From an optimization exercise on the open Yosys and OpenROAD flow, aimed at small area, a short achievable clock period and few clock cycles; shortcuts taken in it are not production practice.
Only simulation tests tie the RTL to the original design; equivalence was not proved.
Power figures rest on the tool's default switching activity, not on a simulated workload.

==> design/flow/design.v <==
module bod_framer #(
    parameter FB_CAP    = 64,       
    parameter MAX_FRAME = 80,       
    parameter [7:0] DATA_TERM = 8'h03
) (
    input  wire       clk,
    input  wire       rst,
    input  wire       cp_req_valid,
    output wire       cp_req_ready,
    input  wire [7:0] cp_req_data,
    output wire       cp_rsp_valid,
    input  wire       cp_rsp_ready,
    output wire [7:0] cp_rsp_data
);
    localparam AW = $clog2(FB_CAP);
    localparam DB = MAX_FRAME - 1;       
    localparam [7:0] OP_ENC = 8'h20, OP_DEC = 8'h21, OP_FBPUSH = 8'h30,
                     OP_VALIDATE = 8'h31, OP_FBCLEAR = 8'h32, OP_BVAL = 8'h40,
                     OP_BDATA = 8'h41, OP_STAT = 8'h60;
    localparam [7:0] ST_OK = 8'h00, ST_NEED = 8'h01, ST_CSUM = 8'h02,
                     ST_FULL = 8'h05, ST_TOO_LONG = 8'h06, ST_BAD_DIGIT = 8'h07,
                     ST_NONCANON = 8'h08, ST_ILLEGAL = 8'h0F;
    localparam [7:0] STX = 8'h02, ETX = 8'h03;
    localparam [2:0] S_OPC = 3'd0, S_OPND = 3'd1, S_LEN = 3'd2, S_DATA = 3'd3,
                     S_WAITV = 3'd4, S_RESP = 3'd5;
    localparam [2:0] C_ENC = 3'd0, C_DEC = 3'd1, C_PUSH = 3'd2, C_VAL = 3'd3,
                     C_BVAL = 3'd4, C_BDATA = 3'd5, C_STAT = 3'd6, C_ONE = 3'd7;
    reg [2:0]  state;
    reg [2:0]  cls;
    reg        ready_r, valid_r;
    reg [7:0]  out_q;            
    reg [7:0]  cnt;              
    reg [6:0]  ptr;              
    reg [3:0]  idx;              
    reg        err;              
    reg [7:0]  r1, r2, r3;       
    reg [7:0]    fbuf [0:FB_CAP-1];
    reg [AW-1:0] fb_head;
    reg [AW:0]   fb_len;
    reg [15:0]   cerr;
    reg [7:0] dbuf [0:DB-1];
    reg          sc_found;       
    reg          sc_stx;         
    reg          sc_apend;       
    reg [AW:0]   sc_off;         
    reg [AW-1:0] sc_ptr;         
    reg [AW-1:0] sc_s;           
    reg [6:0]    sc_flen;        
    reg [7:0]    sc_x;           
    reg [7:0]    sc_prev;        
    reg [7:0]    sc_a;           
    assign cp_req_ready = ready_r & ~rst;
    assign cp_rsp_valid = valid_r & ~rst;
    assign cp_rsp_data  = out_q;
    wire req_fire = cp_req_valid & ready_r;
    wire rsp_fire = cp_rsp_ready & valid_r;
    wire [7:0] din = cp_req_data;
    wire [7:0] w3 = dbuf[0], w2 = dbuf[1], w1 = dbuf[2], w0 = dbuf[3];
    wire [7:0] enc0 = {1'b0, {3{w3[7]}}, w3[7:4]} + 8'd32;
    wire [7:0] enc1 = {1'b0, w3[3:0], w2[7:5]} + 8'd32;
    wire [7:0] enc2 = {1'b0, w2[4:0], w1[7:6]} + 8'd32;
    wire [7:0] enc3 = {1'b0, w1[5:0], w0[7]} + 8'd32;
    wire [7:0] enc4 = {1'b0, w0[6:0]} + 8'd32;
    wire [7:0] bval_k = (enc0 ^ enc1 ^ enc2 ^ enc3 ^ enc4) | 8'h80;
    function digit_ok(input [7:0] d);
        digit_ok = (d >= 8'd32) && (d <= 8'd159);
    endfunction
    wire [6:0] g0 = dbuf[0][6:0] - 7'd32;
    wire [6:0] g1 = dbuf[1][6:0] - 7'd32;
    wire [6:0] g2 = dbuf[2][6:0] - 7'd32;
    wire [6:0] g3 = dbuf[3][6:0] - 7'd32;
    wire [6:0] g4 = dbuf[4][6:0] - 7'd32;
    wire [31:0] dec_val = {g0[3:0], g1, g2, g3, g4};
    wire dec_bad = !(digit_ok(dbuf[0]) && digit_ok(dbuf[1]) && digit_ok(dbuf[2]) &&
                     digit_ok(dbuf[3]) && digit_ok(din));
    wire [6:0] dg0 = dbuf[0][6:0] - 7'd32;
    wire dec_canon = (dg0[6:3] == 4'b0000) || (dg0[6:3] == 4'b1111);
    reg rd_rsp;
    wire [AW-1:0] rd_addr = rd_rsp ? ptr[AW-1:0] : sc_ptr;
    wire [8*FB_CAP-1:0] fb_flat;
    genvar gi;
    generate for (gi = 0; gi < FB_CAP; gi = gi + 1) begin : g_fb
        assign fb_flat[8*gi +: 8] = fbuf[gi];
    end endgenerate
    wire [7:0] rd_b;
    wire [8*DB-1:0] db_flat;
    generate for (gi = 0; gi < DB; gi = gi + 1) begin : g_db
        assign db_flat[8*gi +: 8] = dbuf[gi];
    end endgenerate
    wire [7:0] rd_d;
    reg [DB-1:0] dsel;                   
    always @(*)
        for (si = 0; si < DB; si = si + 1) dsel[si] = (ptr == si);
    bod_framer_rdport #(.N(DB)) u_db_rd (.mem(db_flat), .sel(dsel), .q(rd_d));
    reg [FB_CAP-1:0] fsel;               
    integer si;
    always @(*)
        for (si = 0; si < FB_CAP; si = si + 1) fsel[si] = (rd_addr == si);
    bod_framer_rdport #(.N(FB_CAP)) u_fb_rd (.mem(fb_flat), .sel(fsel), .q(rd_b));
    wire sc_idle = sc_found || (sc_off == fb_len);
    wire val_go = sc_idle && ((state == S_OPC && req_fire && din == OP_VALIDATE) ||
                              state == S_WAITV);
    wire sc_step = !sc_found && (sc_off != fb_len) && !rd_rsp;
    wire [7:0] sc_kc = sc_apend ? 8'h80 : ((sc_x ^ sc_prev) | 8'h80);
    wire sc_ok = (sc_kc == sc_prev);
    wire [AW-1:0] fb_tail = fb_head + fb_len[AW-1:0];
    wire fb_full = fb_len[AW];
    reg [7:0] nxt;
    always @(*) begin
        nxt = 8'h00;
        case (cls)
        C_ENC: case (idx)
            4'd0: nxt = enc0;
            4'd1: nxt = enc1;
            4'd2: nxt = enc2;
            4'd3: nxt = enc3;
            default: nxt = enc4;
            endcase
        C_DEC: if (!err) case (idx)
            4'd0: nxt = dec_val[31:24];
            4'd1: nxt = dec_val[23:16];
            4'd2: nxt = dec_val[15:8];
            default: nxt = dec_val[7:0];
            endcase
        C_PUSH: nxt = {1'b0, ptr};
        C_VAL: if (idx >= 4'd4) begin
                if (cnt == 8'd1) nxt = ETX;
                else if (cnt == 8'd2) nxt = r3;
                else if (idx == 4'd4) nxt = STX;
                else if (idx == 4'd5) nxt = r1;
                else nxt = rd_b;
            end else case (idx)
            4'd0: nxt = r1;
            4'd1: nxt = err ? r2 : ((r1 < 8'd10) ? 8'hFF : 8'h00);
            4'd2: nxt = r1 - 8'd10;
            default: nxt = r2;
            endcase
        C_BVAL: case (idx)
            4'd0: nxt = 8'h08;
            4'd1: nxt = STX;
            4'd2: nxt = enc0;
            4'd3: nxt = enc1;
            4'd4: nxt = enc2;
            4'd5: nxt = enc3;
            4'd6: nxt = enc4;
            4'd7: nxt = bval_k;
            default: nxt = ETX;
            endcase
        C_BDATA: if (idx == 4'd0) nxt = {1'b0, ptr} + 8'd1;
            else if (cnt == 8'd1) nxt = DATA_TERM;
            else nxt = rd_d;
        C_STAT: case (idx)
            4'd0: nxt = {1'b0, fb_len};
            4'd1: nxt = cerr[15:8];
            4'd2: nxt = cerr[7:0];
            default: nxt = 8'h00;
            endcase
        default: nxt = 8'h00;
        endcase
    end
    integer wi;
    always @(posedge clk) begin
        if (state == S_DATA && cls == C_PUSH && !fb_full)
            fbuf[fb_tail] <= din;
        for (wi = 0; wi < DB; wi = wi + 1)
            if (dsel[wi] && (state == S_OPND || (state == S_DATA && cls == C_BDATA && !err)))
                dbuf[wi] <= din;
    end
    always @(posedge clk) begin
        if (rst) begin
            state    <= S_OPC;
            rd_rsp   <= 1'b0;
            ready_r  <= 1'b1;
            valid_r  <= 1'b0;
            fb_head  <= {AW{1'b0}};
            fb_len   <= {(AW+1){1'b0}};
            cerr     <= 16'd0;
            sc_found <= 1'b0;
            sc_stx   <= 1'b0;
            sc_apend <= 1'b0;
            sc_off   <= {(AW+1){1'b0}};
            sc_ptr   <= {AW{1'b0}};
        end else begin
            if (sc_step) begin
                sc_off <= sc_off + 1'b1;
                sc_ptr <= sc_ptr + 1'b1;
                sc_flen <= sc_flen + 7'd1;
                if (!(rd_b == ETX && sc_stx)) sc_prev <= rd_b;
                if (rd_b == STX) begin
                    sc_stx <= 1'b1;
                    sc_apend <= 1'b1;
                    sc_s <= sc_ptr;
                    sc_flen <= 7'd1;
                    sc_x <= 8'd0;
                end else if (rd_b == ETX && sc_stx) begin
                    sc_found <= 1'b1;
                end else begin
                    sc_x <= sc_x ^ rd_b;
                    if (sc_apend) begin
                        sc_a <= rd_b;
                        sc_apend <= 1'b0;
                    end
                end
            end
            case (state)
            S_OPC: if (req_fire) begin
                ptr <= 7'd0;
                idx <= 4'd0;
                case (din)
                OP_ENC, OP_BVAL: begin
                    cls <= (din == OP_ENC) ? C_ENC : C_BVAL;
                    cnt <= 8'd4;
                    state <= S_OPND;
                end
                OP_DEC: begin
                    cls <= C_DEC;
                    cnt <= 8'd5;
                    state <= S_OPND;
                end
                OP_FBPUSH, OP_BDATA: begin
                    cls <= (din == OP_FBPUSH) ? C_PUSH : C_BDATA;
                    state <= S_LEN;
                end
                OP_VALIDATE: begin
                    cls <= C_VAL;
                    ready_r <= 1'b0;
                    state <= S_WAITV;
                end
                OP_STAT: begin
                    cls <= C_STAT;
                    ready_r <= 1'b0;
                    valid_r <= 1'b1;
                    out_q <= ST_OK;
                    cnt <= 8'd5;
                    state <= S_RESP;
                end
                default: begin   
                    cls <= C_ONE;
                    ready_r <= 1'b0;
                    valid_r <= 1'b1;
                    out_q <= (din == OP_FBCLEAR) ? ST_OK : ST_ILLEGAL;
                    cnt <= 8'd0;
                    state <= S_RESP;
                    if (din == OP_FBCLEAR) begin
                        fb_len <= {(AW+1){1'b0}};
                        sc_found <= 1'b0;
                        sc_stx <= 1'b0;
                        sc_apend <= 1'b0;
                        sc_off <= {(AW+1){1'b0}};
                        sc_ptr <= fb_head;
                    end
                end
                endcase
            end
            S_OPND: if (req_fire) begin
                ptr <= ptr + 7'd1;
                cnt <= cnt - 8'd1;
                if (cnt == 8'd1) begin
                    ready_r <= 1'b0;
                    valid_r <= 1'b1;
                    state <= S_RESP;
                    case (cls)
                    C_DEC: begin
                        err <= dec_bad;
                        out_q <= dec_bad ? ST_BAD_DIGIT : (dec_canon ? ST_OK : ST_NONCANON);
                        cnt <= 8'd4;
                    end
                    C_ENC: begin out_q <= ST_OK; cnt <= 8'd5; end
                    default: begin out_q <= ST_OK; cnt <= 8'd9; end
                    endcase
                end
            end
            S_LEN: if (req_fire) begin
                cnt <= din;
                err <= (cls == C_BDATA) && (din >= MAX_FRAME);
                if (din == 8'd0) begin
                    ready_r <= 1'b0;
                    valid_r <= 1'b1;
                    out_q <= ST_OK;
                    cnt <= (cls == C_PUSH) ? 8'd1 : 8'd2;
                    state <= S_RESP;
                end else
                    state <= S_DATA;
            end
            S_DATA: if (req_fire) begin
                cnt <= cnt - 8'd1;
                if (cls == C_PUSH) begin
                    if (fb_full) err <= 1'b1;
                    else begin
                        fb_len <= fb_len + 1'b1;
                        ptr <= ptr + 7'd1;
                    end
                end else if (!err)
                    ptr <= ptr + 7'd1;
                if (cnt == 8'd1) begin
                    ready_r <= 1'b0;
                    valid_r <= 1'b1;
                    state <= S_RESP;
                    if (cls == C_PUSH) begin
                        out_q <= (err || fb_full) ? ST_FULL : ST_OK;
                        cnt <= 8'd1;
                    end else begin
                        out_q <= err ? ST_TOO_LONG : ST_OK;
                        cnt <= err ? 8'd0 : {1'b0, ptr} + 8'd3;
                    end
                end
            end
            S_RESP: if (rsp_fire) begin
                if (cnt == 8'd0) begin
                    rd_rsp <= 1'b0;
                    valid_r <= 1'b0;
                    ready_r <= 1'b1;
                    state <= S_OPC;
                end else begin
                    out_q <= nxt;
                    cnt <= cnt - 8'd1;
                    rd_rsp <= (cls == C_VAL) && !err && (idx >= 4'd5) && (cnt > 8'd3);
                    if (idx != 4'd15) idx <= idx + 4'd1;
                    if (rd_rsp || (cls == C_BDATA && idx != 4'd0))
                        ptr <= ptr + 7'd1;
                    else if (cls == C_BDATA)
                        ptr <= 7'd0;
                end
            end
            S_WAITV: ;
            default: state <= S_OPC;
            endcase
            if (val_go) begin
                valid_r <= 1'b1;
                state <= S_RESP;
                if (sc_found) begin
                    fb_head <= sc_ptr;
                    fb_len <= fb_len - sc_off;
                    sc_found <= 1'b0;
                    sc_stx <= 1'b0;
                    sc_apend <= 1'b0;
                    sc_off <= {(AW+1){1'b0}};
                    ptr <= {1'b0, sc_s + 2'd2};
                    r3 <= sc_prev;
                    err <= !sc_ok;
                    if (sc_ok) begin
                        out_q <= ST_OK;
                        cnt <= {1'b0, sc_flen} + 8'd4;
                        r1 <= sc_a;
                        r2 <= {1'b0, sc_flen};
                    end else begin
                        out_q <= ST_CSUM;
                        cnt <= 8'd2;
                        r1 <= sc_kc;
                        r2 <= sc_prev;
                        if (cerr != 16'hFFFF) cerr <= cerr + 16'd1;
                    end
                end else begin
                    out_q <= ST_NEED;
                    cnt <= 8'd0;
                end
            end
        end
    end
endmodule
module bod_framer_rdport #(parameter N = 64) (
    input  wire [8*N-1:0] mem,
    input  wire [N-1:0]   sel,           
    output wire [7:0]     q
);
    localparam NT = (N - 1) / 3;         
    wire [8*NT-1:0] t_n;                 
    genvar t, b;
    generate for (t = 0; t < NT; t = t + 1) begin : g_t
        for (b = 0; b < 8; b = b + 1) begin : g_b
            bod_framer_ao222n u_ao (.a(mem[24*t+b]), .b(mem[24*t+8+b]), .c(mem[24*t+16+b]),
                                    .sa(sel[3*t]), .sb(sel[3*t+1]), .sc(sel[3*t+2]),
                                    .y_n(t_n[8*t+b]));
        end
    end endgenerate
    bod_framer_nandtree #(.NP(NT)) u_or (.t_n(t_n), .m(mem[8*N-1 -: 8]), .s(sel[N-1]), .q(q));
endmodule
module bod_framer_ao222n (
    input  wire a, b, c, sa, sb, sc,
    output wire y_n
);
    assign y_n = ~((a & sa) | (b & sb) | (c & sc));
endmodule
module bod_framer_nandtree #(parameter NP = 21) (
    input  wire [8*NP-1:0] t_n,
    input  wire [7:0]      m,
    input  wire            s,
    output reg  [7:0]      q
);
    integer i;
    always @(*) begin
        q = m & {8{s}};
        for (i = 0; i < NP; i = i + 1)
            q = q | ~t_n[8*i +: 8];
    end
endmodule
==> design/flow/flow/run.sh <==
#!/bin/bash
set -euo pipefail
bash standard.sh SETUP_SLACK_MARGIN=5.5 finish > flow_make.log 2>&1
==> design/flow/standard.sh <==
#!/bin/bash
# synth_recipe.tcl (not shown) runs the flow's synth.tcl, then flattens the netlist and writes it again
# the make line also repeats each setting of config.mk as NAME=value (left out here)
make -C /OpenROAD-flow-scripts/flow DESIGN_CONFIG=/design/flow/config.mk WORK_HOME=/design/flow/orfs CLKGATE_MAP_FILE= SYNTH_SCRIPT=/design/flow/synth_recipe.tcl "${@:-finish}"
==> design/flow/config.mk <==
export PLATFORM = sky130hd
export DESIGN_NAME = bod_framer
export DESIGN_NICKNAME = bod_framer
export VERILOG_FILES = /design/flow/design.v
export SDC_FILE = /design/flow/constraint.sdc
export NUM_CORES = 4
export LEC_CHECK = 0
export CAP_MARGIN = 20
export CORE_MARGIN = 2
export CORE_UTILIZATION = 50
export CTS_BUF_LIST = sky130_fd_sc_hd__clkbuf_8
export CTS_CLUSTER_DIAMETER = 60
export CTS_CLUSTER_SIZE = 14
export SETUP_SLACK_MARGIN = 5
export SLEW_MARGIN = 20
export SYNTH_HIERARCHICAL = 1
export SYNTH_MINIMUM_KEEP_SIZE = 0
==> design/flow/constraint.sdc <==
create_clock -name core_clock -period 10.0 [get_ports {clk}]
set_input_delay 2.0000 -clock core_clock [delete_from_list [all_inputs] [get_ports {clk}]]
set_output_delay 2.0000 -clock core_clock [all_outputs]
set_load 0.01 [all_outputs]
==> results of run 1 <==
cell type report:
class | count | area, µm² | area share (%)
multi-input combinational | 1905 | 13200 | 23.5
tap | 1368 | 1710 | 3.04
clock buffer | 111 | 1530 | 2.72
timing repair buffer | 125 | 1140 | 2.03
antenna | 2 | 5.00 | 0.00890
inverter | 48 | 180 | 0.320
clock inverter | 41 | 352 | 0.625
sequential | 1286 | 38100 | 67.8
where the power goes:
part           switching, mW  internal, mW  leakage (nW)  total, mW
clock network           1.68          1.13         0.988       2.81
logic                   1.27         0.545          4.70       1.81
registers             0.0908          6.00          11.5       6.10
logic make-up after synthesis:
group / count (synthesis)
simple gates: 976
buf+inv: 166
compound gates: 768
flops: 1286
xor+xnor: 96
fa+ha+maj: 43
mux: 22
repair_timing:
action	CTS	global route
hold buffers	0	0
cloned	3	0
buffers inserted	29	18
pin swaps	22	27
endpoints found under the setup margin	56	39
resized for setup	101	40
worst max path at each step:
stage	startpoint	to	cells after the start
6_report	ptr[2]$_DFFE_PN_	sc_a[4]$_DFFE_PP_	13
4_1_cts	ptr[1]$_DFFE_PN_	out_q[2]$_SDFFCE_PP0P_	16
5_1_grt	rd_rsp$_SDFFE_PP0P_	sc_a[4]$_DFFE_PP_	12
2_1_floorplan	rst	cp_req_ready	3
3_5_place_dp	ptr[2]$_DFFE_PN_	sc_a[7]$_DFFE_PP_	12
3_3_place_gp	ptr[2]$_DFFE_PN_	sc_a[0]$_DFFE_PP_	12
Yosys stat by module, one instance, submodules excluded, excerpt:
module,cells inside,times used
bod_framer_ao222n,1,376
bod_framer,2819,1
synth_stat cells, types with 15 or more instances:
cell type	number
edfxtp_1	1235
clkbuf_1	100
nand4_1	106
a22oi_1	24
o22ai_1	16
a222oi_1	391
o31ai_1	19
nand2_1	187
a31oi_1	31
nor2b_1	15
nand3_1	62
xnor2_1	66
nor4_1	31
inv_1	46
nor2_1	408
a21oi_1	69
xor2_1	28
ha_1	41
a211oi_1	28
nor3_1	40
and3_1	18
o21ai_0	65
or3_1	22
dfxtp_1	51
nand2b_1	20
layer usage:
metal | vias up | GRT usage (%)
met5 | - | 0
met4 | 0 | 8.18
met3 | 254 | 4.46
met2 | 1977 | 43.1
met1 | 17000 | 39.8
li1 | 14300 | -
worst max-delay path, delay by kind of cell, from the launching register on:
kind / cells / cell delay (ps)
AND/OR/NAND/NOR: 9 / 2470
buffers and inverters: 1 / 180
AO/OA/AOI/OAI: 3 / 1090
flip-flops: 1 / 470
registers in the layout, indices dropped and copies added (netlist names), 3 cells and up:
name,flops
cls,3
out_q,8
r2,8
sc_x,7
sc_s,6
state,3
fb_len,7
sc_a,8
fbuf,512
r3,8
sc_prev,8
sc_flen,7
sc_off,7
sc_ptr,6
ptr,7
fb_head,6
cnt,8
dbuf,632
r1,8
idx,4
cerr,16
==> flow_metrics.env, run 1 <==
export IMPL_first_global_vias=32100
export IMPL_synth_fa_ha_area_share_pct=1.07
export IMPL_fin_util_pct=55.1
export IMPL_wl_met2_mm=68.5
export IMPL_ir_worst_vdd_uv=167
export IMPL_cts_buffers=109
export IMPL_mostFrequentLayoutCell="edfxtp_1"
export IMPL_drt_pass1_iter_count=13
export IMPL_hp_class="reg -> reg"
export IMPL_maxCapViolCount=0
export IMPL_clockRootBuffer="clkbuf_8"
export IMPL_overflow=0
export IMPL_post_place_ws_ps=4060
export IMPL_fillCellCount=8123
export IMPL_placed_cell_area_mm2=0.0534
export IMPL_r2r_cells=13
export IMPL_min_from="fb_head[3]$_SDFFE_PP0P_"
export IMPL_avgSynthCellArea_um2=15.4
export IMPL_wl_mm=148
export IMPL_synth_compound_area_share_pct=12.7
export IMPL_grt_pass1_wl_mm=216
export IMPL_cp_end_kind="flip-flop"
export IMPL_min_to="fb_head[3]$_SDFFE_PP0P_"
export IMPL_design_area_mm2=0.0562
export IMPL_timing_rr_start="ptr[2]$_DFFE_PN_"
export IMPL_synth_top_family_by_area="compound AO/OA/AOI/OAI gates"
export IMPL_rrSetupSlack_ps=5480
export IMPL_clock_sinks=1286
export IMPL_crit_slowest_cell="nor2_2"
export IMPL_setup_tns_ps=0
export IMPL_grt_antenna_before_repair=5
export IMPL_htreeDepth=3
export IMPL_via_per_inst=6.87
export IMPL_synth_cell_type_count=85
export IMPL_status="no timing/DRC/antenna violations"
export IMPL_ant_nets=0
export IMPL_die_y_um=325
export IMPL_cts_clk_slew_worst_paths_ps=100
export IMPL_hold_viol=0
export IMPL_nNetsFinal=3530
export IMPL_setup_violations=0
export IMPL_grt_setup_unrepaired="yes"
export IMPL_crit_arrival_ps=5020
export IMPL_grt_max_degree=92
export IMPL_tightest_slew_ps=1100
export IMPL_r2r_end="sc_a[4]$_DFFE_PP_"
export IMPL_holdWs_ps=498
export IMPL_die_area_mm2=0.106
export IMPL_syn_nets=3412
export IMPL_wire_per_inst_um=30.4
export IMPL_synth_largest_area_cell="edfxtp_1"
export IMPL_layout_min_cycle_time_ps=4520
export IMPL_finalClockSkew_ps=75.6
export IMPL_finalWorstSetupSlack_ps=5480
export IMPL_fmax_ghz=0.221
export IMPL_dr_max_layer_used="met4"
export IMPL_clock_latency_ps=810
export IMPL_portBuffers=21
export IMPL_drt_iter0_drc=5869
export IMPL_start_util_pct=50.5
export IMPL_routedLengthMet1_mm=60.9
export IMPL_synth_mux_area_fraction_pct=0.452
export IMPL_dp_cells=4682
export IMPL_cp_max_fo=8
export IMPL_synth_seq_cells=1286
export IMPL_std_cell_rows=117
export IMPL_p_leak_nw=17.2
export IMPL_synthFlopType="edfxtp_1"
export IMPL_vias=33500
export IMPL_synth_area_mm2=0.0515
export IMPL_ioPinCount=22
export IMPL_hold_depth=2
export IMPL_synthTopCellsByArea="edfxtp_1 72%, a222oi_1 7.6%, nor2_1 3.0%"
export IMPL_async_reset_ff_share_pct=0
export IMPL_powerDensity_mw_per_mm2=191
export IMPL_slew_headroom_pct=26.5
export IMPL_die_w_um=325
export IMPL_synth_edf_count=1235
export IMPL_yosysSeqAreaShare_pct=73.9
export IMPL_coreArea_mm2=0.102
export IMPL_grt_total_usage_pct=27.5
export IMPL_wl_met3_mm=14.7
export IMPL_gp_congestion=0.932
export IMPL_drive_above_1_share_pct=10.8
export IMPL_hpwl_mm=99.4
export IMPL_synth_xor_area_share_pct=1.68
export IMPL_cp_required_ps=10500
export IMPL_area_delta_synth_final_pct=9.09
export IMPL_drcViolationCount=0
export IMPL_cts_buffer_depth=3
export IMPL_yosysWarnings=10
export IMPL_total_power_mw=10.7
export IMPL_crit_path_start_kind="flip-flop"
export IMPL_cts_tree="built"
export IMPL_synth_cells=3357
export IMPL_instances_no_fill=4886
export IMPL_critical_path_max_stage_delay_ps=560
export IMPL_synth_simple_area_share_pct=8.95
export IMPL_most_common_layout_cells="1235 x edfxtp_1, 391 x a222oi_1, 375 x nor2_1, 160 x nand2_1, 111 x clkbuf_8"
export IMPL_final_max_slew_viol_count=0
export IMPL_crit_chain="buf_4 > nor2b_1 > a22o_1 > nand2_2 > nor2_2 > a222oi_1 > nand4_1 > nor4_4 > nand2_2 > nor2_1 > and3_2 > a31oi_2 > and3_2"
export IMPL_crit_type="reg -> reg"
export IMPL_period_share_pct=45.2
export IMPL_netlist_area_leader_share_pct=71.9
Testbench counts, summed over its fixed seeds: cycles 178,481.
==> run 2: changes to the inputs <==
==> design/flow/flow/run.sh (replaced) <==
#!/bin/bash
set -euo pipefail
bash standard.sh SETUP_SLACK_MARGIN=6.0 finish > flow_make.log 2>&1
==> run 2 against run 1 <==
Sequential share of layout area fell by 2.1 points. Sequential power barely moved. Clock power rose by 1%. Utilization rose by 1.8 points. Via count rose by 3.2%. Design area rose by 3.3%. Largest power group unchanged. Cell count rose by 1.9%. First-iteration DRC count rose by 15%. Still clean on timing, DRC and antenna. Highest routed layer unchanged. Synthesized cell count did not move. Worst hold slack got worse by 23 ps. Largest cell class unchanged. Critical path depth fell by 9. Flip-flop and latch count did not move.
==> flow_metrics.env, run 2 <==
export IMPL_cp_max_fo=3
export IMPL_async_reset_ff_share_pct=0
export IMPL_grt_max_degree=101
export IMPL_fmax_ghz=0.225
export IMPL_drt_iter0_drc=6723
export IMPL_yosysWarnings=10
export IMPL_maxCapViolCount=0
export IMPL_coreArea_mm2=0.102
export IMPL_grt_pass1_wl_mm=222
export IMPL_r2r_cells=12
export IMPL_gp_congestion=0.944
export IMPL_synth_seq_cells=1286
export IMPL_p_leak_nw=18.1
export IMPL_overflow=0
export IMPL_reg_largest_list="dbuf (632), fbuf (512), cerr (16)"
export IMPL_min_from="fb_head[2]$_SDFFE_PP0P_"
export IMPL_wl_met3_mm=17.0
export IMPL_clockRootBuffer="clkbuf_8"
export IMPL_std_cell_rows=117
export IMPL_via_per_inst=6.95
export IMPL_setup_violations=0
export IMPL_ioPinCount=22
export IMPL_grt_setup_unrepaired="yes"
export IMPL_die_area_mm2=0.106
export IMPL_netlist_area_leader_share_pct=71.9
export IMPL_cts_clk_slew_worst_paths_ps=90
export IMPL_dp_cells=4676
export IMPL_setup_tns_ps=0
export IMPL_status="no timing/DRC/antenna violations"
export IMPL_finalWorstSetupSlack_ps=5550
export IMPL_hpwl_mm=99.4
export IMPL_final_max_slew_viol_count=0
export IMPL_synth_largest_area_cell="edfxtp_1"
export IMPL_synthTopCellsByArea="edfxtp_1 72%, a222oi_1 7.6%, nor2_1 3.0%"
export IMPL_yosysSeqAreaShare_pct=73.9
export IMPL_cts_buffer_depth=3
export IMPL_drt_pass1_iter_count=14
export IMPL_fin_util_pct=56.9
export IMPL_wl_mm=155
export IMPL_powerDensity_mw_per_mm2=190
export IMPL_hold_depth=2
export IMPL_routedLengthMet1_mm=61.6
export IMPL_die_y_um=325
export IMPL_total_power_mw=11.0
export IMPL_cts_buffers=111
export IMPL_period_share_pct=44.5
export IMPL_slew_headroom_pct=18.0
export IMPL_clock_sinks=1286
export IMPL_post_place_ws_ps=4020
export IMPL_synth_cell_type_count=85
export IMPL_instances_no_fill=4980
export IMPL_cts_tree="built"
export IMPL_grt_total_usage_pct=28.3
export IMPL_syn_nets=3412
export IMPL_synth_edf_count=1235
export IMPL_finalClockSkew_ps=58.5
export IMPL_area_delta_synth_final_pct=12.7
export IMPL_crit_path_start_kind="primary input"
export IMPL_synth_area_mm2=0.0515
export IMPL_cp_end_kind="primary output"
export IMPL_yosysMostFrequentCell="edfxtp_1"
export IMPL_design_area_mm2=0.0581
export IMPL_drcViolationCount=0
export IMPL_cp_required_ps=8000
export IMPL_timing_rr_start="ptr[2]$_DFFE_PN_"
export IMPL_placed_cell_area_mm2=0.0534
export IMPL_layout_min_cycle_time_ps=4450
export IMPL_vias=34600
export IMPL_crit_type="in -> out"
export IMPL_r2r_end="out_q[2]$_SDFFCE_PP0P_"
export IMPL_die_w_um=325
export IMPL_nNetsFinal=3623
export IMPL_ir_worst_vdd_uv=142
export IMPL_largest_reg_flops=632
export IMPL_hold_viol=0
export IMPL_avgSynthCellArea_um2=15.4
export IMPL_clock_latency_ps=840
export IMPL_synth_cells=3357
export IMPL_mostFrequentLayoutCell="edfxtp_1"
export IMPL_hp_class="reg -> reg"
export IMPL_tightest_slew_ps=1220
export IMPL_top_register="dbuf"
export IMPL_wire_per_inst_um=31.1
export IMPL_crit_arrival_ps=2450
export IMPL_fillCellCount=7940
export IMPL_first_global_vias=32700
export IMPL_drive_above_1_share_pct=16.8
export IMPL_wl_met2_mm=71.7
export IMPL_synthFlopType="edfxtp_1"
export IMPL_ant_nets=0
export IMPL_rrSetupSlack_ps=5770
export IMPL_start_util_pct=50.5
export IMPL_holdWs_ps=475
export IMPL_most_common_layout_cells="1235 x edfxtp_1, 391 x a222oi_1, 312 x nor2_1, 148 x nand2_1, 145 x buf_4"
export IMPL_dr_max_layer_used="met4"
export IMPL_min_to="fb_head[2]$_SDFFE_PP0P_"
export IMPL_grt_antenna_before_repair=2
export IMPL_portBuffers=21
export IMPL_htreeDepth=3
export IMPL_synthTopCellsByCount="1235 x edfxtp_1, 408 x nor2_1, 391 x a222oi_1"
## run 2: cell count changes in the layout (fill, tap and decap cells not counted), moves of 20 or more
cell,change
buf_4,+50
buf_6,+29
nand2_4,+22
nor2_1,-63
nor2_2,+43
nor2_4,+20
## run 2: layer usage
metal / up-vias / global-route usage (%)
met1: 17500 / 40.6
li1: 14500 / -
met2: 2347 / 44.1
met3: 327 / 5.64
met5: - / 0
met4: 0 / 8.26
## run 2: critical path, cell delays in order
cell     delay [ps]
buf_12          100
buf_12          140
nor2b_4         100
buf_6           100
## run 2: how the worst max path moves through the flow
| stage | to | from |
|---|---|---|
| 2_1_floorplan | cp_req_ready | rst |
| 3_3_place_gp | sc_apend$_SDFF_PP0_ | rd_rsp$_SDFFE_PP0P_ |
| 3_5_place_dp | sc_x[2]$_SDFFCE_PP0P_ | rd_rsp$_SDFFE_PP0P_ |
| 4_1_cts | cp_rsp_valid | rst |
| 5_1_grt | cp_rsp_valid | rst |
| 6_report | cp_req_ready | rst |
## run 2: repair_timing
action / 4_1_cts / 5_1_grt
setup endpoints to repair: 311 / 570
buffers inserted: 89 / 54
gates resized for setup: 262 / 130
pin swaps: 87 / 69
gates cloned: 3 / 1
hold buffers: 0 / 0
## run 2: cell type report
class | instances | area (µm²) | share of cell area [%]
inverters | 48 | 188 | 0.323
clock buffers | 115 | 1580 | 2.73
well taps | 1368 | 1710 | 2.95
repair buffers | 216 | 2100 | 3.61
clock inverters | 40 | 330 | 0.569
multi-input cells | 1905 | 14000 | 24.2
flip-flops and latches | 1286 | 38100 | 65.6
diodes | 2 | 5.00 | 0.00862
## run 2: cells by family (layout without fill, tap and decap cells)
kind of cell	count (synthesis)	after routing	synth area share (%)
multiplexers	22	22	0.452
XOR/XNOR	96	96	1.68
AO/OA/AOI/OAI	768	768	12.7
adder cells (fa/ha/maj)	43	43	1.07
other	0	2	0
AND/OR/NAND/NOR	976	976	8.95
flip-flops	1286	1286	73.9
buffers and inverters	166	419	1.25
## run 2: per-module statistics from Yosys (local to each module, per instance), a selection
module,cells,area [µm²],times used
bod_framer_ao222n,1,10.0,376
bod_framer,2819,46800,1
## run 2: power by group
group	leakage [nW]	internal [mW]	switching [mW]
Sequential	11.5	6.00	0.103
Clock	1.03	1.12	1.73
Combinational	5.54	0.684	1.38
Total	18.1	7.81	3.21
==> run 3: changes to the inputs <==
--- a/design/flow/design.v
+++ b/design/flow/design.v
@@ -88,12 +88,12 @@
         assign db_flat[8*gi +: 8] = dbuf[gi];
     end endgenerate
     wire [7:0] rd_d;
+    integer si;
     reg [DB-1:0] dsel;                   
     always @(*)
         for (si = 0; si < DB; si = si + 1) dsel[si] = (ptr == si);
     bod_framer_rdport #(.N(DB)) u_db_rd (.mem(db_flat), .sel(dsel), .q(rd_d));
     reg [FB_CAP-1:0] fsel;               
-    integer si;
     always @(*)
         for (si = 0; si < FB_CAP; si = si + 1) fsel[si] = (rd_addr == si);
     bod_framer_rdport #(.N(FB_CAP)) u_fb_rd (.mem(fb_flat), .sel(fsel), .q(rd_b));
==> run 3 against run 2 <==
Sequential power barely moved. Critical path depth unchanged. Utilization did not move. Sequential share of layout area unchanged. Worst hold slack unchanged. Die area stayed put. Flip-flop and latch count unchanged. Synthesized area is the same. Register-to-register slack barely moved. Critical endpoint unchanged. Largest cell class unchanged. Largest power group unchanged.
==> flow_metrics.env, run 3 <==
export IMPL_cts_buffers=111
export IMPL_ant_nets=0
export IMPL_setup_tns_ps=0
export IMPL_p_leak_nw=18.1
export IMPL_clock_sinks=1286
export IMPL_crit_chain="buf_12 > buf_12 > nor2b_4 > buf_6"
export IMPL_fmax_ghz=0.225
export IMPL_powerDensity_mw_per_mm2=190
export IMPL_mostFrequentLayoutCell="edfxtp_1"
export IMPL_crit_path_start_kind="primary input"
export IMPL_synth_cell_type_count=85
export IMPL_synthFlopType="edfxtp_1"
export IMPL_grt_max_degree=101
export IMPL_critical_path_max_stage_delay_ps=140
export IMPL_avgSynthCellArea_um2=15.4
export IMPL_synth_area_mm2=0.0515
export IMPL_dp_cells=4676
export IMPL_critPathBufInv=3
export IMPL_overflow=0
export IMPL_crit_type="in -> out"
export IMPL_wl_mm=155
export IMPL_hpwl_mm=99.4
export IMPL_start_util_pct=50.5
export IMPL_ioPinCount=22
export IMPL_synth_mux_area_fraction_pct=0.452
export IMPL_synthTopCellsByArea="edfxtp_1 72%, a222oi_1 7.6%, nor2_1 3.0%"
export IMPL_finalWorstSetupSlack_ps=5550
export IMPL_fin_util_pct=56.9
export IMPL_coreArea_mm2=0.102
export IMPL_grt_pass1_wl_mm=222
export IMPL_cp_max_fo=3
export IMPL_cts_buffer_depth=3
export IMPL_vias=34600
export IMPL_cp_top_family="buffers and inverters"
export IMPL_die_area_mm2=0.106
export IMPL_netlist_area_leader_share_pct=71.9
export IMPL_critical_path_most_common_cell="buf_12"
export IMPL_instances_no_fill=4980
export IMPL_die_y_um=325
export IMPL_slew_headroom_pct=18.0
export IMPL_synth_compound_area_share_pct=12.7
export IMPL_reg_largest_list="dbuf (632), fbuf (512), cerr (16)"
export IMPL_synth_top_family_by_area="compound AO/OA/AOI/OAI gates"
export IMPL_hold_viol=0
export IMPL_yosysMostFrequentCell="edfxtp_1"
export IMPL_status="no timing/DRC/antenna violations"
export IMPL_drt_iter0_drc=6723
export IMPL_first_global_vias=32700
export IMPL_area_delta_synth_final_pct=12.7
export IMPL_synth_cells=3357
export IMPL_cts_clk_slew_worst_paths_ps=90
export IMPL_crit_arrival_ps=2450
export IMPL_nNetsFinal=3623
export IMPL_hp_class="reg -> reg"
export IMPL_synth_largest_area_cell="edfxtp_1"
export IMPL_synth_edf_count=1235
export IMPL_std_cell_rows=117
export IMPL_top_register="dbuf"
export IMPL_syn_nets=3412
export IMPL_maxCapViolCount=0
export IMPL_drt_pass1_iter_count=14
export IMPL_total_power_mw=11.0
export IMPL_synth_xor_area_share_pct=1.68
export IMPL_clockRootBuffer="clkbuf_8"
export IMPL_wire_per_inst_um=31.1
export IMPL_htreeDepth=3
export IMPL_synth_fa_ha_area_share_pct=1.07
export IMPL_grt_antenna_before_repair=2
export IMPL_via_per_inst=6.95
export IMPL_holdWs_ps=475
export IMPL_finalClockSkew_ps=58.5
export IMPL_cp_depth=4
export IMPL_grt_setup_unrepaired="yes"
export IMPL_yosysSeqAreaShare_pct=73.9
export IMPL_synthTopCellsByCount="1235 x edfxtp_1, 408 x nor2_1, 391 x a222oi_1"
export IMPL_cp_startpoint="rst"
export IMPL_layout_min_cycle_time_ps=4450
export IMPL_largest_reg_flops=632
export IMPL_r2r_cells=12
export IMPL_placed_cell_area_mm2=0.0534
export IMPL_drcViolationCount=0
export IMPL_die_w_um=325
export IMPL_gp_congestion=0.944
export IMPL_portBuffers=21
export IMPL_grt_total_usage_pct=28.3
export IMPL_cp_required_ps=8000
export IMPL_yosysWarnings=10
export IMPL_crit_slowest_cell="buf_12"
export IMPL_r2r_end="out_q[2]$_SDFFCE_PP0P_"
export IMPL_most_common_layout_cells="1235 x edfxtp_1, 391 x a222oi_1, 312 x nor2_1, 148 x nand2_1, 145 x buf_4"
export IMPL_synth_seq_cells=1286
export IMPL_async_reset_ff_share_pct=0
export IMPL_cp_end_kind="primary output"
export IMPL_cts_hold_buf=0
export IMPL_final_max_slew_viol_count=0
export IMPL_tightest_slew_ps=1220
export IMPL_crit_end="cp_req_ready"
export IMPL_timing_rr_start="ptr[2]$_DFFE_PN_"
export IMPL_clock_latency_ps=840
export IMPL_period_share_pct=44.5
export IMPL_ir_worst_vdd_uv=142
export IMPL_cts_tree="built"
export IMPL_rrSetupSlack_ps=5770
export IMPL_synth_simple_area_share_pct=8.95
export IMPL_design_area_mm2=0.0581
export IMPL_post_place_ws_ps=4020
export IMPL_drive_above_1_share_pct=16.8
export IMPL_setup_violations=0
-- run 3: layout make-up --
type	instances	area (µm²)
fill	7940	44000
multi-input combinational	1905	14000
antenna	2	5.00
timing repair buffer	216	2100
tap	1368	1710
sequential	1286	38100
clock inverter	40	330
inverter	48	188
clock buffer	115	1580
-- run 3: kinds of logic after synthesis --
group / count (synthesis)
flip-flops: 1286
AND/OR/NAND/NOR: 976
AO/OA/AOI/OAI: 768
buffers and inverters: 166
XOR/XNOR: 96
adder cells (fa/ha/maj): 43
multiplexers: 22
-- run 3: timing repair --
| item | in CTS | in global routing |
|---|---|---|
| setup buffers | 89 | 54 |
| endpoints found under the setup margin | 311 | 570 |
| gates cloned | 3 | 1 |
| pin swaps | 87 | 69 |
| resized for setup | 262 | 130 |
-- run 3: worst min path at each step --
stage,slack (ps),end,from,cells past startpoint
3_5_place_dp,470,fb_head[2]$_SDFFE_PP0P_,fb_head[2]$_SDFFE_PP0P_,2
6_report,480,fb_head[2]$_SDFFE_PP0P_,fb_head[2]$_SDFFE_PP0P_,2
3_3_place_gp,460,fb_head[2]$_SDFFE_PP0P_,fb_head[2]$_SDFFE_PP0P_,2
2_1_floorplan,410,sc_s[4]$_DFFE_PP_,sc_ptr[4]$_SDFF_PP0_,0
5_1_grt,500,fb_head[2]$_SDFFE_PP0P_,fb_head[2]$_SDFFE_PP0P_,2
4_1_cts,480,fb_head[2]$_SDFFE_PP0P_,fb_head[2]$_SDFFE_PP0P_,2
-- run 3: power breakdown --
part / internal [mW] / switching, mW / total [mW] / leakage [nW]
Sequential: 6.00 / 0.103 / 6.11 / 11.5
Clock: 1.12 / 1.73 / 2.85 / 1.03
Combinational: 0.684 / 1.38 / 2.06 / 5.54
-- run 3: modules after synthesis, one instance, submodules excluded, excerpt --
module | area (µm²) | copies in the design | cells inside
bod_framer | 46800 | 1 | 2819
bod_framer_ao222n | 10.0 | 376 | 1
-- run 3: worst reg2reg max path, stage by stage, from the launching register on --
cell and delay, ps:
edfxtp_1 540, buf_4 200, nor2b_4 40, buf_4 160, nand2_2 300, nor2_1 260
a222oi_1 660, nand4_1 350, nor3_4 340, nand3_4 150, a221oi_2 360, a31oi_2 160
or4b_4 490
-- run 3: layer usage --
layer / GRT usage (%) / vias up / wire [µm]
li1: - / 14500 / -
met1: 40.6 / 17500 / 61600
met2: 44.1 / 2347 / 71700
met3: 5.64 / 327 / 17000
met4: 8.26 / 0 / 4620
met5: 0 / - / 0
Testbench counts of run 3, summed over its fixed seeds: cycles 178,481.
==> run 4: changes to the inputs <==
--- a/design/flow/design.v
+++ b/design/flow/design.v
@@ -88,12 +88,12 @@
         assign db_flat[8*gi +: 8] = dbuf[gi];
     end endgenerate
     wire [7:0] rd_d;
-    integer si;
     reg [DB-1:0] dsel;                   
     always @(*)
         for (si = 0; si < DB; si = si + 1) dsel[si] = (ptr == si);
     bod_framer_rdport #(.N(DB)) u_db_rd (.mem(db_flat), .sel(dsel), .q(rd_d));
     reg [FB_CAP-1:0] fsel;               
+    integer si;
     always @(*)
         for (si = 0; si < FB_CAP; si = si + 1) fsel[si] = (rd_addr == si);
     bod_framer_rdport #(.N(FB_CAP)) u_fb_rd (.mem(fb_flat), .sel(fsel), .q(rd_b));
==> design/flow/flow/run.sh (replaced) <==
#!/bin/bash
set -euo pipefail
bash standard.sh SETUP_SLACK_MARGIN=5.75 finish > flow_make.log 2>&1
==> run 4 against run 3 <==
Routed wire length fell by 2.4%. Maximum frequency rose by 0.56%. Critical endpoint unchanged. Global-route usage fell by 0.19 points. Sequential power barely moved. Critical path depth did not move. Largest cell class unchanged. Total power fell by 2.4%. Non-clock buffer count fell by 87. Synthesized area did not move. Flip-flop and latch count did not move. Clock skew rose by 5.9 ps. Die area did not move. Design area fell by 2.4%.
==> flow_metrics.env, run 4 <==
export IMPL_status="no timing/DRC/antenna violations"
export IMPL_period_share_pct=44.3
export IMPL_slew_headroom_pct=14.5
export IMPL_via_per_inst=6.88
export IMPL_cts_tree="built"
export IMPL_synth_largest_area_cell="edfxtp_1"
export IMPL_vias=33600
export IMPL_cp_required_ps=8000
export IMPL_netlist_area_leader_share_pct=71.9
export IMPL_syn_nets=3412
export IMPL_cp_depth=4
export IMPL_die_y_um=325
export IMPL_cp_top_family="buffers and inverters"
export IMPL_fillCellCount=8009
export IMPL_crit_path_start_kind="primary input"
export IMPL_mostFrequentLayoutCell="edfxtp_1"
export IMPL_setup_tns_ps=0
export IMPL_synthFlopType="edfxtp_1"
export IMPL_crit_slowest_cell="buf_12"
export IMPL_yosysWarnings=10
export IMPL_synth_edf_count=1235
export IMPL_cp_startpoint="rst"
export IMPL_coreArea_mm2=0.102
export IMPL_top_register="dbuf"
export IMPL_drcViolationCount=0
export IMPL_drt_pass1_iter_count=13
export IMPL_critPathBufInv=3
export IMPL_critical_path_max_stage_delay_ps=120
export IMPL_r2r_cells=5
export IMPL_crit_end="cp_req_ready"
export IMPL_holdWs_ps=483
export IMPL_layout_min_cycle_time_ps=4430
export IMPL_die_w_um=325
export IMPL_fmax_ghz=0.226
export IMPL_start_util_pct=50.5
export IMPL_ant_nets=0
export IMPL_cts_buffers=108
export IMPL_area_delta_synth_final_pct=9.94
export IMPL_wl_mm=151
export IMPL_crit_type="in -> out"
export IMPL_gp_congestion=0.950
export IMPL_cts_buffer_depth=3
export IMPL_setup_violations=0
export IMPL_avgSynthCellArea_um2=15.4
export IMPL_maxCapViolCount=0
export IMPL_drive_above_1_share_pct=12.6
export IMPL_clock_latency_ps=840
export IMPL_overflow=0
export IMPL_tightest_slew_ps=1280
export IMPL_cp_max_fo=3
export IMPL_drt_iter0_drc=6087
export IMPL_std_cell_rows=117
export IMPL_r2r_end="dbuf[33][1]$_DFFE_PP_"
export IMPL_hold_viol=0
export IMPL_async_reset_ff_share_pct=0
export IMPL_largest_reg_flops=632
export IMPL_hpwl_mm=99.7
export IMPL_wire_per_inst_um=30.9
export IMPL_reg_largest_list="dbuf (632), fbuf (512), cerr (16)"
export IMPL_hp_class="reg -> reg"
export IMPL_rrSetupSlack_ps=5650
export IMPL_grt_setup_unrepaired="yes"
export IMPL_synth_cell_type_count=85
export IMPL_timing_rr_start="state[1]$_SDFFE_PP0P_"
export IMPL_yosysSeqAreaShare_pct=73.9
export IMPL_first_global_vias=32400
export IMPL_crit_chain="buf_12 > buf_12 > nor2b_4 > buf_6"
export IMPL_synthTopCellsByArea="edfxtp_1 72%, a222oi_1 7.6%, nor2_1 3.0%"
export IMPL_ioPinCount=22
export IMPL_powerDensity_mw_per_mm2=190
export IMPL_cp_end_kind="primary output"
export IMPL_clockRootBuffer="clkbuf_8"
export IMPL_final_max_slew_viol_count=0
export IMPL_cts_clk_slew_worst_paths_ps=90
export IMPL_grt_pass1_wl_mm=220
export IMPL_synth_seq_cells=1286
export IMPL_synthTopCellsByCount="1235 x edfxtp_1, 408 x nor2_1, 391 x a222oi_1"
export IMPL_crit_arrival_ps=2430
export IMPL_htreeDepth=3
export IMPL_p_leak_nw=17.4
export IMPL_clock_sinks=1286
export IMPL_grt_antenna_before_repair=1
export IMPL_yosysMostFrequentCell="edfxtp_1"
export IMPL_grt_total_usage_pct=28.1
export IMPL_finalClockSkew_ps=64.4
export IMPL_grt_max_degree=115
export IMPL_synth_cells=3357
export IMPL_critical_path_most_common_cell="buf_12"
export IMPL_nNetsFinal=3533
export IMPL_die_area_mm2=0.106
export IMPL_portBuffers=21
export IMPL_ir_worst_vdd_uv=217
export IMPL_synth_area_mm2=0.0515
export IMPL_most_common_layout_cells="1235 x edfxtp_1, 391 x a222oi_1, 345 x nor2_1, 156 x nand2_1, 109 x clkbuf_8"
-- run 4: cell counts after synthesis --
Identical to the previous run, type by type.
-- run 4: cells by family after synthesis --
| group | share of synthesized area, % |
|---|---|
| compound gates | 12.7 |
| xor+xnor | 1.68 |
| fa+ha+maj | 1.07 |
| buf+inv | 1.25 |
| flops | 73.9 |
| mux | 0.452 |
| simple gates | 8.95 |
-- run 4: through the flow --
step	worst slack [ps]	cells	utilization (%)	total power, mW	instance area (µm²)
5_1_grt	5550	4889	55.5	11.1	56700
3_5_place_dp	3860	4677	52.3	7.86	53400
2_1_floorplan	5570	3357	-	7.12	51600
6_report	5570	4889	55.5	10.8	56700
4_1_cts	5570	4870	55.1	10.7	56300
3_3_place_gp	4020	4677	52.3	7.85	53400
-- run 4: final cells by class --
class	count	area (µm²)	area share (%)
Sequential cell	1286	38100	67.3
Inverter	48	180	0.318
Clock inverter	43	358	0.631
Clock buffer	109	1500	2.65
Timing Repair Buffer	129	1200	2.12
Tap cell	1368	1710	3.02
Antenna cell	1	2.50	0.00442
Multi-Input combinational cell	1905	13600	24.0
-- run 4: worst min-delay path by stage --
stage                                       start                 endpoint  slack [ps]  cells past startpoint
final                        sc_prev[7]$_DFFE_PP_          r3[7]$_DFFE_PP_         480                      0
after global routing      fb_head[0]$_SDFFE_PP0P_  fb_head[0]$_SDFFE_PP0P_         510                      2
after CTS                    sc_prev[7]$_DFFE_PP_          r3[7]$_DFFE_PP_         480                      0
after detailed placement     sc_prev[7]$_DFFE_PP_          r3[7]$_DFFE_PP_         450                      0
after global placement       sc_prev[7]$_DFFE_PP_          r3[7]$_DFFE_PP_         450                      0
after floorplan              sc_ptr[4]$_SDFF_PP0_        sc_s[4]$_DFFE_PP_         410                      0
-- run 4: per-module statistics from Yosys, one instance, submodules excluded, excerpt --
module / flops+latches / area [µm²] / cells / times used
bod_framer: 1286 / 46800 / 2819 / 1
bod_framer_ao222n: 0 / 10.0 / 1 / 376
-- run 4: worst register-to-register path: cells and delay by family (launching register included) --
family / cells / cell delay (ps)
buffers and inverters: 1 / 280
and+or+nand+nor: 3 / 2280
DFF: 1 / 830
AOI/OAI and AO/OA: 1 / 550
-- run 4: timing repair --
action / CTS / global route
endpoints found under the setup margin: 131 / 494
hold endpoints to repair: 0 / 0
resized for setup: 166 / 73
pin swaps: 54 / 41
hold buffers: 0 / 0
cloned: 4 / 0
buffers inserted: 37 / 18
-- run 4: report_power, final --
part | internal, mW | switching [mW]
Clock | 1.12 | 1.70
Sequential | 6.00 | 0.103
Combinational | 0.564 | 1.27
Total | 7.68 | 3.08
-- run 4: metal layers --
metal,share of wire (%),up-vias,GRT usage [%]
li1,-,14300,-
met1,40,17000,40.1
met2,46,2041,44.3
met3,11,290,5.18
met4,3.3,0,8.41
met5,0,-,0
Testbench counts of run 4, summed over its fixed seeds: cycles 178,481.
==> run 5: changes to the inputs <==
--- a/design/flow/design.v
+++ b/design/flow/design.v
@@ -88,12 +88,12 @@
         assign db_flat[8*gi +: 8] = dbuf[gi];
     end endgenerate
     wire [7:0] rd_d;
+    integer si;
     reg [DB-1:0] dsel;                   
     always @(*)
         for (si = 0; si < DB; si = si + 1) dsel[si] = (ptr == si);
     bod_framer_rdport #(.N(DB)) u_db_rd (.mem(db_flat), .sel(dsel), .q(rd_d));
     reg [FB_CAP-1:0] fsel;               
-    integer si;
     always @(*)
         for (si = 0; si < FB_CAP; si = si + 1) fsel[si] = (rd_addr == si);
     bod_framer_rdport #(.N(FB_CAP)) u_fb_rd (.mem(fb_flat), .sel(fsel), .q(rd_b));
==> run 5 against run 4 <==
Still clean. Cell count unchanged. Maximum frequency unchanged. Non-clock buffer count did not move. Via count unchanged.
==> flow_metrics.env, run 5 <==
export IMPL_status="no timing/DRC/antenna violations"
export IMPL_cp_max_fo=3
export IMPL_fmax_ghz=0.226
export IMPL_tightest_slew_ps=1280
export IMPL_holdWs_ps=483
export IMPL_cts_tree="built"
export IMPL_wire_per_inst_um=30.9
export IMPL_syn_nets=3412
export IMPL_placed_cell_area_mm2=0.0534
export IMPL_area_delta_synth_final_pct=9.94
export IMPL_clock_sinks=1286
export IMPL_synth_cells=3357
export IMPL_crit_chain="buf_12 > buf_12 > nor2b_4 > buf_6"
export IMPL_most_common_layout_cells="1235 x edfxtp_1, 391 x a222oi_1, 345 x nor2_1, 156 x nand2_1, 109 x clkbuf_8"
export IMPL_overflow=0
export IMPL_largest_reg_flops=632
export IMPL_start_util_pct=50.5
export IMPL_die_w_um=325
export IMPL_gp_congestion=0.950
export IMPL_clockRootBuffer="clkbuf_8"
export IMPL_synth_edf_count=1235
export IMPL_first_global_vias=32400
export IMPL_ir_worst_vdd_uv=217
export IMPL_design_area_mm2=0.0567
export IMPL_fin_util_pct=55.5
export IMPL_avgSynthCellArea_um2=15.4
export IMPL_cts_clk_slew_worst_paths_ps=90
export IMPL_vias=33600
export IMPL_powerDensity_mw_per_mm2=190
export IMPL_multi_input_area_mm2=0.0136
export IMPL_yosysWarnings=10
export IMPL_cp_required_ps=8000
export IMPL_cp_end_kind="primary output"
export IMPL_async_reset_ff_share_pct=0
export IMPL_critical_path_max_stage_delay_ps=120
export IMPL_grt_antenna_before_repair=1
export IMPL_fillCellCount=8009
export IMPL_yosysSeqAreaShare_pct=73.9
export IMPL_crit_path_start_kind="primary input"
export IMPL_netlist_area_leader_share_pct=71.9
export IMPL_synthFlopType="edfxtp_1"
export IMPL_crit_arrival_ps=2430
export IMPL_clock_latency_ps=840
export IMPL_maxCapViolCount=0
export IMPL_drive_above_1_share_pct=12.6
export IMPL_std_cell_rows=117
export IMPL_crit_type="in -> out"
export IMPL_setup_tns_ps=0
export IMPL_slew_headroom_pct=14.5
export IMPL_synth_seq_cells=1286
export IMPL_total_power_mw=10.8
export IMPL_finalClockSkew_ps=64.4
export IMPL_drcViolationCount=0
export IMPL_via_per_inst=6.88
export IMPL_crit_slowest_cell="buf_12"
export IMPL_drt_iter0_drc=6087
export IMPL_cts_hold_buf=0
export IMPL_p_leak_nw=17.4
export IMPL_layout_min_cycle_time_ps=4430
export IMPL_hpwl_mm=99.7
export IMPL_wl_mm=151
export IMPL_ioPinCount=22
export IMPL_reg_largest_list="dbuf (632), fbuf (512), cerr (16)"
export IMPL_cts_buffer_depth=3
export IMPL_regArea_mm2=0.0381
export IMPL_die_y_um=325
export IMPL_die_area_mm2=0.106
export IMPL_top_register="dbuf"
export IMPL_synthTopCellsByCount="1235 x edfxtp_1, 408 x nor2_1, 391 x a222oi_1"
export IMPL_synth_cell_type_count=85
export IMPL_setup_violations=0
export IMPL_mostFrequentLayoutCell="edfxtp_1"
export IMPL_drt_pass1_iter_count=13
export IMPL_hp_class="reg -> reg"
export IMPL_grt_setup_unrepaired="yes"
export IMPL_htreeDepth=3
export IMPL_grt_max_degree=115
export IMPL_ant_nets=0
export IMPL_synth_largest_area_cell="edfxtp_1"
export IMPL_hold_viol=0
export IMPL_grt_pass1_wl_mm=220
export IMPL_critical_path_most_common_cell="buf_12"
export IMPL_grt_total_usage_pct=28.1
export IMPL_cts_buffers=108
export IMPL_synthTopCellsByArea="edfxtp_1 72%, a222oi_1 7.6%, nor2_1 3.0%"
export IMPL_final_max_slew_viol_count=0
export IMPL_coreArea_mm2=0.102
export IMPL_period_share_pct=44.3
export IMPL_yosysMostFrequentCell="edfxtp_1"
export IMPL_synth_area_mm2=0.0515
export IMPL_nNetsFinal=3533
export IMPL_portBuffers=21
==> run 5: cell counts after synthesis <==
Identical to the previous run, type by type.
==> run 5: Yosys stat by module, one instance, submodules excluded, excerpt <==
module | cells | flops+latches | area [µm²]
bod_framer_ao222n | 1 | 0 | 10.0
bod_framer | 2819 | 1286 | 46800
==> run 5: worst max-delay path: cells and delay by family <==
family | cells | cell delay, ps
buf+inv | 3 | 320
simple gates | 1 | 100
==> run 5: path summary, 6_finish.rpt <==
| check | start | endpoint | slack [ps] | cells past startpoint |
|---|---|---|---|---|
| worst max-delay path | rst | cp_req_ready | 5570 | 4 |
| worst min-delay path | sc_prev[7]$_DFFE_PP_ | r3[7]$_DFFE_PP_ | 480 | 0 |
| worst max register to register | state[1]$_SDFFE_PP0P_ | dbuf[33][1]$_DFFE_PP_ | 5650 | 5 |
| worst min register to register | sc_prev[7]$_DFFE_PP_ | r3[7]$_DFFE_PP_ | 480 | 0 |
==> run 5: per-stage QoR <==
step	cells	setup WS [ps]
2_1_floorplan	3357	5570
3_3_place_gp	4677	4020
3_5_place_dp	4677	3860
4_1_cts	4870	5570
5_1_grt	4889	5550
6_report	4889	5570
==> run 5: layout make-up <==
class / instances / share of cell area [%]
Antenna cell: 1 / 0.00442
Clock buffer: 109 / 2.65
Clock inverter: 43 / 0.631
Inverter: 48 / 0.318
Multi-Input combinational cell: 1905 / 24.0
Sequential cell: 1286 / 67.3
Tap cell: 1368 / 3.02
Timing Repair Buffer: 129 / 2.12
==> run 5: what timing repair did <==
item / in CTS / in global routing
endpoints found under the setup margin: 131 / 494
setup buffers: 37 / 18
gates resized for setup: 166 / 73
gates cloned: 4 / 0
pin swaps: 54 / 41
==> run 5: where the power goes <==
group | internal (mW) | total [mW] | switching [mW] | leakage (nW)
clock | 1.12 | 2.82 | 1.70 | 1.00
combinational | 0.564 | 1.84 | 1.27 | 4.87
sequential | 6.00 | 6.11 | 0.103 | 11.5
==> run 5: cell families after synthesis <==
group | synth area share (%)
DFF | 73.9
xor gates and xnor gates | 1.68
adders and majority gates | 1.07
and+or+nand+nor | 8.95
AOI/OAI and AO/OA | 12.7
muxes | 0.452
buffers and inverters | 1.25
==> run 5: metal layers <==
metal  track usage, %  part of all wire (%)  vias to the layer above
met5                0                     0                        -
met3             5.18                    11                      290
met4             8.41                   3.3                        0
li1                 -                     -                    14300
met2             44.3                    46                     2041
met1             40.1                    40                    17000
Testbench counts of run 5, summed over its fixed seeds: cycles 178,481.
==> run 6: changes to the inputs <==
--- a/design/flow/config.mk
+++ b/design/flow/config.mk
@@ -7,7 +7,7 @@
 export LEC_CHECK = 0
 export CAP_MARGIN = 20
 export CORE_MARGIN = 2
-export CORE_UTILIZATION = 50
+export CORE_UTILIZATION = 55
 export CTS_BUF_LIST = sky130_fd_sc_hd__clkbuf_8
 export CTS_CLUSTER_DIAMETER = 60
 export CTS_CLUSTER_SIZE = 14
==> run 6 against run 5 <==
Die area is 9.0% lower. Utilization is 5.4 points higher. Routed wire length is 0.77% higher. Design area hardly changed. Synthesized cell count stayed put. Cell count is 1.9% lower. First-iteration DRC count is 2.3% higher. Combinational power is 5% higher. Register-to-register slack worse by 70 ps. Synthesized area stayed put. Clock skew is 27 ps lower. Highest routed layer unchanged.
==> flow_metrics.env, run 6 <==
export IMPL_crit_arrival_ps=2460
export IMPL_ir_worst_vdd_uv=171
export IMPL_drt_pass1_iter_count=13
export IMPL_synthFlopType="edfxtp_1"
export IMPL_fmax_ghz=0.224
export IMPL_tightest_slew_ps=1170
export IMPL_p_int_mw=7.72
export IMPL_synth_largest_area_cell="edfxtp_1"
export IMPL_cts_hold_buf=0
export IMPL_crit_path_start_kind="primary input"
export IMPL_crit_type="in -> out"
export IMPL_grt_pass1_wl_mm=217
export IMPL_combinationalPowerShare_pct=17.8
export IMPL_mostFrequentLayoutCell="edfxtp_1"
export IMPL_cp_required_ps=8000
export IMPL_area_delta_synth_final_pct=9.99
export IMPL_fillCellCount=7063
export IMPL_layout_min_cycle_time_ps=4460
export IMPL_powerDensity_mw_per_mm2=191
export IMPL_swShare_pct=28.7
export IMPL_critical_path_most_common_cell="buf_12"
export IMPL_critPathBufInv=3
export IMPL_crit_slowest_cell="buf_12"
export IMPL_instances_no_fill=4796
export IMPL_vias=34000
export IMPL_setup_tns_ps=0
export IMPL_largest_reg_flops=632
export IMPL_p_clk_share_pct=25.9
export IMPL_synthTopCellsByArea="edfxtp_1 72%, a222oi_1 7.6%, nor2_1 3.0%"
export IMPL_ioPinCount=22
export IMPL_synth_cells=3357
export IMPL_pwr_share_seq_pct=56.3
export IMPL_clock_sinks=1286
export IMPL_holdWs_ps=490
export IMPL_hold_depth=2
export IMPL_finalWorstSetupSlack_ps=5540
export IMPL_cp_end_kind="primary output"
export IMPL_cts_buffer_depth=3
export IMPL_hpwl_mm=99.6
export IMPL_syn_nets=3412
export IMPL_grt_total_usage_pct=31.1
export IMPL_grt_antenna_before_repair=1
export IMPL_top_register="dbuf"
export IMPL_crit_chain="buf_12 > buf_12 > nor2b_4 > buf_6"
export IMPL_period_share_pct=44.6
export IMPL_via_per_inst=7.08
export IMPL_die_y_um=310
export IMPL_synthTopCellsByCount="1235 x edfxtp_1, 408 x nor2_1, 391 x a222oi_1"
export IMPL_cts_clk_slew_worst_paths_ps=80
export IMPL_nNetsFinal=3555
export IMPL_grt_setup_unrepaired="yes"
export IMPL_synth_cell_type_count=85
export IMPL_status="no timing/DRC/antenna violations"
export IMPL_min_from="fb_head[0]$_SDFFE_PP0P_"
export IMPL_maxCapViolCount=0
export IMPL_drcViolationCount=0
export IMPL_post_place_ws_ps=4560
export IMPL_coreArea_mm2=0.0930
export IMPL_yosysWarnings=10
export IMPL_grt_max_degree=92
export IMPL_most_common_layout_cells="1235 x edfxtp_1, 391 x a222oi_1, 349 x nor2_1, 158 x nand2_1, 113 x buf_4"
export IMPL_avgSynthCellArea_um2=15.4
export IMPL_yosysSeqAreaShare_pct=73.9
export IMPL_cp_max_fo=4
export IMPL_finalClockSkew_ps=37.2
export IMPL_dp_cells=4570
export IMPL_portBuffers=21
export IMPL_clockRootBuffer="clkbuf_8"
export IMPL_die_w_um=310
export IMPL_critical_path_max_stage_delay_ps=130
export IMPL_gp_congestion=0.943
export IMPL_min_to="fb_head[0]$_SDFFE_PP0P_"
export IMPL_cts_buffers=107
export IMPL_ant_nets=0
export IMPL_synth_seq_cells=1286
export IMPL_netlist_area_leader_share_pct=71.9
export IMPL_async_reset_ff_share_pct=0
export IMPL_synth_area_mm2=0.0515
export IMPL_hold_viol=0
export IMPL_drt_iter0_drc=6228
export IMPL_cp_top_family="buffers and inverters"
export IMPL_hp_class="reg -> reg"
export IMPL_start_util_pct=55.4
export IMPL_wl_mm=152
export IMPL_p_leak_nw=17.5
export IMPL_setup_violations=0
export IMPL_std_cell_rows=112
export IMPL_reg_largest_list="dbuf (632), fbuf (512), cerr (16)"
export IMPL_yosysMostFrequentCell="edfxtp_1"
export IMPL_final_max_slew_viol_count=0
export IMPL_timing_rr_start="ptr[0]$_DFFE_PN_"
export IMPL_overflow=0
export IMPL_fin_util_pct=60.9
export IMPL_rrSetupSlack_ps=5580
export IMPL_clock_latency_ps=830
export IMPL_r2r_end="out_q[2]$_SDFFCE_PP0P_"
export IMPL_wire_per_inst_um=31.8
export IMPL_die_area_mm2=0.0962
export IMPL_drive_above_1_share_pct=12.8
export IMPL_p_switching_mw=3.11
export IMPL_r2r_cells=16
export IMPL_synth_edf_count=1235
export IMPL_htreeDepth=3
export IMPL_cts_tree="built"
export IMPL_first_global_vias=31900
export IMPL_slew_headroom_pct=22.0
## run 6: worst max path at each step
stage | from | endpoint | slack [ps] | depth (start not counted)
2_1_floorplan | rst | cp_req_ready | 5570 | 3
6_report | rst | cp_rsp_valid | 5540 | 4
3_5_place_dp | ptr[0]$_DFFE_PN_ | out_q[2]$_SDFFCE_PP0P_ | 4560 | 14
3_3_place_gp | ptr[0]$_DFFE_PN_ | out_q[2]$_SDFFCE_PP0P_ | 4580 | 14
4_1_cts | rst | cp_rsp_valid | 5550 | 4
5_1_grt | ptr[0]$_DFFE_PN_ | out_q[2]$_SDFFCE_PP0P_ | 5500 | 16
## run 6: power groups by stage
stage               Sequential (mW)  Clock [mW]  Combinational, mW
global route                   6.10        3.01               2.01
CTS                            6.09        2.85               1.77
finish                         6.09        2.80               1.93
global placement               6.24           0               1.61
detailed placement             6.24           0               1.63
floorplan                      6.18           0              0.941
## run 6: kinds of logic (layout without fill, tap and decap cells)
logic type | Yosys count | after routing | share of synthesized area, %
flip-flops | 1286 | 1286 | 73.9
AND/OR/NAND/NOR | 976 | 977 | 8.95
AO/OA/AOI/OAI | 768 | 768 | 12.7
buffers and inverters | 166 | 348 | 1.25
XOR/XNOR | 96 | 96 | 1.68
adder cells (fa/ha/maj) | 43 | 43 | 1.07
multiplexers | 22 | 22 | 0.452
other | 0 | 2 | 0
## run 6: final cells by class
class | count | area, µm² | share of cell area, %
flip-flops and latches | 1286 | 38100 | 67.2
multi-input cells | 1906 | 13500 | 23.9
well taps | 1254 | 1570 | 2.77
clock buffers | 108 | 1490 | 2.62
repair buffers | 151 | 1470 | 2.58
clock inverters | 41 | 332 | 0.585
inverters | 48 | 180 | 0.318
diodes | 2 | 5.00 | 0.00883
## run 6: per-stage QoR
stage	power, mW	area [µm²]
final	10.8	56700
after global routing	11.1	56700
after CTS	10.7	55900
after detailed placement	7.87	53300
after global placement	7.85	53300
after floorplan	7.12	51600
## run 6: timing repair
| action | in CTS | in global routing |
|---|---|---|
| pin swaps | 39 | 65 |
| endpoints found under the hold margin | 0 | 0 |
| cloned | 2 | 3 |
| buffers inserted | 25 | 44 |
| endpoints found under the setup margin | 59 | 109 |
| resized for setup | 145 | 99 |
## run 6: tightest hold or removal path: cells and delay by family, from the launching register on
| family | cells | cell delay (ps) |
|---|---|---|
| AND/OR/NAND/NOR | 1 | 60 |
| AO/OA/AOI/OAI | 1 | 50 |
| flip-flops | 1 | 340 |
## run 6: per-layer routing
metal | vias up | GRT usage, % | part of all wire (%)
met2 | 2127 | 47.3 | 45
met1 | 17200 | 46.3 | 41
li1 | 14300 | - | -
met5 | - | 0 | 0
met4 | 0 | 8.75 | 2.9
met3 | 264 | 5.80 | 11
## run 6: per-module statistics from Yosys (local to each module, per instance), excerpt
module	cells inside	flops+latches	cell area (µm²)	times used
bod_framer_ao222n	1	0	10.0	376
bod_framer	2819	1286	46800	1

==> separate check: timing with driven ports <==
The flow's constraints put no driver on any port. The routed layouts listed below were extracted and timed again, unchanged, in two steps. Step 1 sets driving cells, clkbuf_16 on the clock port and buf_2 on the other inputs (assumed; they add their load-dependent delay and slew). Step 2 moves the port delays by t, midway between the first and last clock arrival at a register: inputs arrive t later, outputs are due t later. That takes back most of the time a late clock gives input paths. a / b / c = no drivers / after step 1 / after step 2; a / b = the first two.
| run | shift t [ns] | setup WS [ns] | worst register clock-pin slew, ns |
|---|---|---|---|
| run 1 | 0.841 | 5.479 / 5.466 / 4.911 | 0.10 / 0.10 |
| run 2 | 0.869 | 5.547 / 5.493 / 5.177 | 0.10 / 0.10 |
| run 3 | 0.869 | 5.547 / 5.493 / 5.177 | 0.10 / 0.10 |
| run 4 | 0.872 | 5.572 / 5.524 / 4.985 | 0.10 / 0.10 |
| run 5 | 0.872 | 5.572 / 5.524 / 4.985 | 0.10 / 0.10 |
| run 6 | 0.875 | 5.544 / 5.492 / 4.962 | 0.10 / 0.10 |
After both steps setup and hold are still met in every run listed.
